This is an optimization exercise on Yosys and OpenROAD, whose aim is small area, a short achievable clock period and few clock cycles per item, not a production implementation.
At most, simulation tests tie the RTL to the original design; equivalence was not proved.
No activity file was given, so power comes from the tool's default toggle rates.

==> inputs of lagoon <==
==> flow/design.v (excerpt) <==
module hamming_codec (
    input  wire         clk,
    input  wire         rst,         
    input  wire         in_valid,
    output wire         in_ready,
    input  wire         in_op,       
    input  wire [3:0]   in_r,        
    input  wire [254:0] in_word,
    output reg          out_valid,
    input  wire         out_ready,
    output wire [254:0] out_word,
    output reg          out_err      
);
clock: 8.0 ns
lec_check: 0
cap_margin: 20
core_margin: 2
core_utilization: 35
place_density: 0.55
setup_slack_margin: 4.0
slew_margin: 20
standard.sh (not shown) runs the stock make flow with config.mk's settings and CLKGATE_MAP_FILE= SYNTH_SCRIPT=/design/flow/synth_recipe.tcl, a recipe that flattens the netlist after the stock synthesis.
==> flow/flow/run.sh <==
#!/bin/bash
# The standard layout, with every port buffered by a plain buffer
# (sky130_fd_sc_hd__buf_2) instead of the default delay-cell buffer.
set -e
export BUFFER_PORTS_ARGS="-buffer_cell sky130_fd_sc_hd__buf_2"
bash standard.sh > standard.log 2>&1
==> indigo (differences from lagoon) <==
- ABC_CLOCK_PERIOD_IN_PS: default -> 3000
- SETUP_SLACK_MARGIN: 4.0 -> 3.0
==> qor summary <==
Result of the run: indigo complete, no violations; lagoon complete, no violations
Cell depth of the worst hold path: indigo 2; lagoon 1
Final Cycle Share: indigo 61.8%; lagoon 53.1%
Layout clock buffers: indigo 50; lagoon 46
Placement-stage cell area: indigo 28,200 µm²; lagoon 28,400 µm²
Tightest Pin Transition: indigo 1.26 ns; lagoon 1.09 ns
Routed length on met2: indigo 56,400 µm; lagoon 58,500 µm
Multi-input logic cell count: indigo 1,681; lagoon 1,683
Detailed Route WL: indigo 123,000 µm; lagoon 127,000 µm
WL met1: indigo 50,600 µm; lagoon 52,400 µm
Repair and plain buffers: indigo 547; lagoon 719
Number of global-route vias before repair: indigo 19,009; lagoon 19,632
Fillers: indigo 6,845; lagoon 6,576
No functional check of the RTL was part of any run of this note.


==> inputs of try-fjord <==
hamming_codec, a different RTL version from the one above (not shown whole).
==> flow/config.mk <==
export PLATFORM = sky130hd
export DESIGN_NAME = hamming_codec
export DESIGN_NICKNAME = hamming_codec
export VERILOG_FILES = /design/flow/design.v
export SDC_FILE = /design/flow/constraint.sdc
export NUM_CORES = 4
export LEC_CHECK = 0
export ABC_CLOCK_PERIOD_IN_PS = 3000
export CAP_MARGIN = 20
export CORE_MARGIN = 2
export CORE_UTILIZATION = 50
export PLACE_DENSITY = 0.65
export SETUP_SLACK_MARGIN = 4.0
export SLEW_MARGIN = 20
==> flow/constraint.sdc <==
create_clock -name core_clock -period 8.0 [get_ports {clk}]
set_input_delay 1.6000 -clock core_clock [delete_from_list [all_inputs] [get_ports {clk}]]
set_output_delay 1.6000 -clock core_clock [all_outputs]
set_load 0.01 [all_outputs]
run.sh (not shown) runs the stock make flow with config.mk's settings and CLKGATE_MAP_FILE= SYNTH_SCRIPT=/design/flow/synth_recipe.tcl, a recipe that flattens the netlist after the stock synthesis.
Stock flow here: none of the scripts above is used.
==> try-violet: changes against try-fjord <==
==> flow/flow/run.sh (new file) <==
#!/bin/bash
# The standard layout, with every port buffered by a plain buffer
# (sky130_fd_sc_hd__buf_2) instead of the default delay-cell buffer.
set -e
export BUFFER_PORTS_ARGS="-buffer_cell sky130_fd_sc_hd__buf_2"
bash standard.sh > standard.log 2>&1
==> flow/standard.sh (new file) <==
#!/bin/bash
# synth_recipe.tcl (not shown) runs the flow's synth.tcl, then flattens the netlist and writes it again
# the make line also repeats each setting of config.mk as NAME=value (left out here)
make -C /OpenROAD-flow-scripts/flow DESIGN_CONFIG=/design/flow/config.mk WORK_HOME=/design/flow/orfs CLKGATE_MAP_FILE= SYNTH_SCRIPT=/design/flow/synth_recipe.tcl "${@:-finish}"
CORE_UTILIZATION = 35   (was 50)
PLACE_DENSITY = 0.55   (was 0.65)
SETUP_SLACK_MARGIN = 3.0   (was 4.0)
removed: flow/run.sh
==> metrics.md <==
| Metric | Value |
|---|---|
| Outcome | timing/DRC/antenna clean |
| RePlAce Congestion | 1.01 |
| Dpl hpwl | 101,000 um |
| TritonCTS buffer count | 35 |
| Post-CTS setup buffers | 24 |
| Die H | 263 um |
| Largest net degree at the start of global routing | 149 |
| Initial Util | 35.5% |
| Worst slack, placed | 2.83 ns |
| Gr ovfl total | 0 |
| Chip Width | 263 um |
| H-tree depth | 2 |
That was try-violet.
==> metrics.md <==
| Metric | Value |
|---|---|
| Chip Width | 221 um |
| Clock buffer depth | 3 |
| Outcome | stopped before the end |
| TritonCTS buffer count | 31 |
| Stopping stage | global routing (5_1_grt) |
| Gr ovfl total | 216 |
| H-tree depth | 1 |
| RePlAce Congestion | 1.04 |
| Die H | 221 um |
| Synthesized-area fraction occupied by and/or/nand/nor cells | 11.9% |
| Largest net degree at the start of global routing | 168 |
| Area of the mapped netlist | 23,400 um2 |
| Worst slack, placed | 2.25 ns |
| Initial Util | 50.4% |
| Most Crowded Layer GR | met2 |
| Err | [ERROR GRT-0232] Routing congestion too high. Check the congestion heatmap in the GUI. |
| Dpl hpwl | 89,000 um |
That was try-fjord.
Testbench counts of try-fjord, summed over its fixed seeds: cycles 12,008, items 12,000.
Testbench counts of try-violet, summed over its fixed seeds: cycles 12,008, items 12,000.


==> run a <==
hamming_codec, a different RTL version from the one above (not shown whole).
Settings: LEC_CHECK=0, CAP_MARGIN=20, CORE_MARGIN=2, CORE_UTILIZATION=55, PLACE_DENSITY=0.8, SETUP_SLACK_MARGIN=4.0, SLEW_MARGIN=20; clock period 8.0 ns.
standard.sh (not shown) runs the stock make flow with config.mk's settings and CLKGATE_MAP_FILE= SYNTH_SCRIPT=/design/flow/synth_recipe.tcl, a recipe that flattens the netlist after the stock synthesis.
==> flow/flow/run.sh <==
#!/bin/bash
# The standard layout, with every port buffered by the smallest plain buffer
# (sky130_fd_sc_hd__buf_1) instead of the default delay-cell buffer; timing
# repair resizes the ones on critical paths.
set -e
export BUFFER_PORTS_ARGS="-buffer_cell sky130_fd_sc_hd__buf_1"
bash standard.sh > standard.log 2>&1
==> run b: changes against run a <==
--- a/flow/config.mk
+++ b/flow/config.mk
@@ -8,6 +8,6 @@
 export CAP_MARGIN = 20
 export CORE_MARGIN = 2
-export CORE_UTILIZATION = 55
-export PLACE_DENSITY = 0.8
-export SETUP_SLACK_MARGIN = 4.0
+export CORE_UTILIZATION = 50
+export PLACE_DENSITY = 0.75
+export SETUP_SLACK_MARGIN = 3.5
 export SLEW_MARGIN = 20
==> run c: changes against run a <==
--- a/flow/config.mk
+++ b/flow/config.mk
@@ -8,6 +8,6 @@
 export CAP_MARGIN = 20
 export CORE_MARGIN = 2
-export CORE_UTILIZATION = 55
-export PLACE_DENSITY = 0.8
-export SETUP_SLACK_MARGIN = 4.0
+export CORE_UTILIZATION = 35
+export PLACE_DENSITY = 0.55
+export SETUP_SLACK_MARGIN = 3.0
 export SLEW_MARGIN = 20
==> comparison table <==
item	run a	run b	run c
Starting density of the core	55.68%	50.31%	35.31%
Number of non-clock inverters in the layout	-	7	7
Worst reg2reg startpoint	-	out_valid	out_valid
Detailed router's first-iteration violation count	-	4,890	3,510
CP startpoint	-	s_q[2]	s_q[2]
Crit path launch type	-	flop	flop
Routed length per instance	-	35.40 um	35.11 um
Min cycle time layout	-	4.640 ns	5.152 ns
Count of maximum capacitance violations	-	0	0
Clock-cell share	-	3.841%	3.906%
Number of DRC violations after detailed routing	-	0	0
Flip-flop count of the largest register, all copies and words added	-	255	255
Result of the run	did not finish	timing/DRC/antenna clean	timing/DRC/antenna clean
Stage where the flow stopped	5_1_grt	-	-
Area growth from synthesis to final layout	-	19.19%	18.05%
Proportion of total power due to net switching	-	44.45%	44.79%
Clock transition at the register clock pins on the worst setup and hold paths after CTS	-	0.06 ns	0.06 ns
#MultiIn Comb	-	1,807	1,807
Startpoint-to-endpoint class of the critical path	-	reg -> out	reg -> out
Non-clk buf share	-	9.738%	9.074%
Power density over cell area	-	301.6 mW/mm^2	299.6 mW/mm^2
Testbench counts of run a, summed over its fixed seeds: cycles 12,008, items 12,000.
Testbench counts of run b, summed over its fixed seeds: cycles 12,008, items 12,000.
Testbench counts of run c, summed over its fixed seeds: cycles 12,008, items 12,000.

[separate check: timing with driven ports]
The flow's constraints put no driver on any port. The routed layouts listed below were extracted and timed again, unchanged, in two steps.
Step 1: set_driving_cell puts a clkbuf_16 on clk and a buf_2 on each other input, an assumption about the parent block.
Step 2 moves the port delays by t, midway between the first and last clock arrival at a register: inputs arrive t later, outputs are due t later. That takes back most of the time a late clock gives input paths.
Slacks: ideal / step 1 / step 2; pairs: ideal / step 1.
run	t, ns	setup WS [ns]	hold slack, ns	worst setup path at the end
lagoon	0.635	3.749 / 3.757 / 3.122	0.983 / 0.983 / 0.983	input to register
indigo	0.613	3.054 / 3.081 / 2.468	0.851 / 0.851 / 0.851	input to register
try-violet	0.626	3.042 / 2.982 / 2.750	0.760 / 0.760 / 0.760	input to register
run b	0.608	3.360 / 3.306 / 2.839	1.160 / 1.160 / 1.160	input to register
run c	0.607	2.848 / 2.787 / 2.405	0.701 / 0.701 / 0.701	input to register
After both steps setup and hold are still met in every run listed. For lagoon, which loses most, drivers alone change the setup slack by +0.008 ns; drivers and shift together by -0.627 ns.
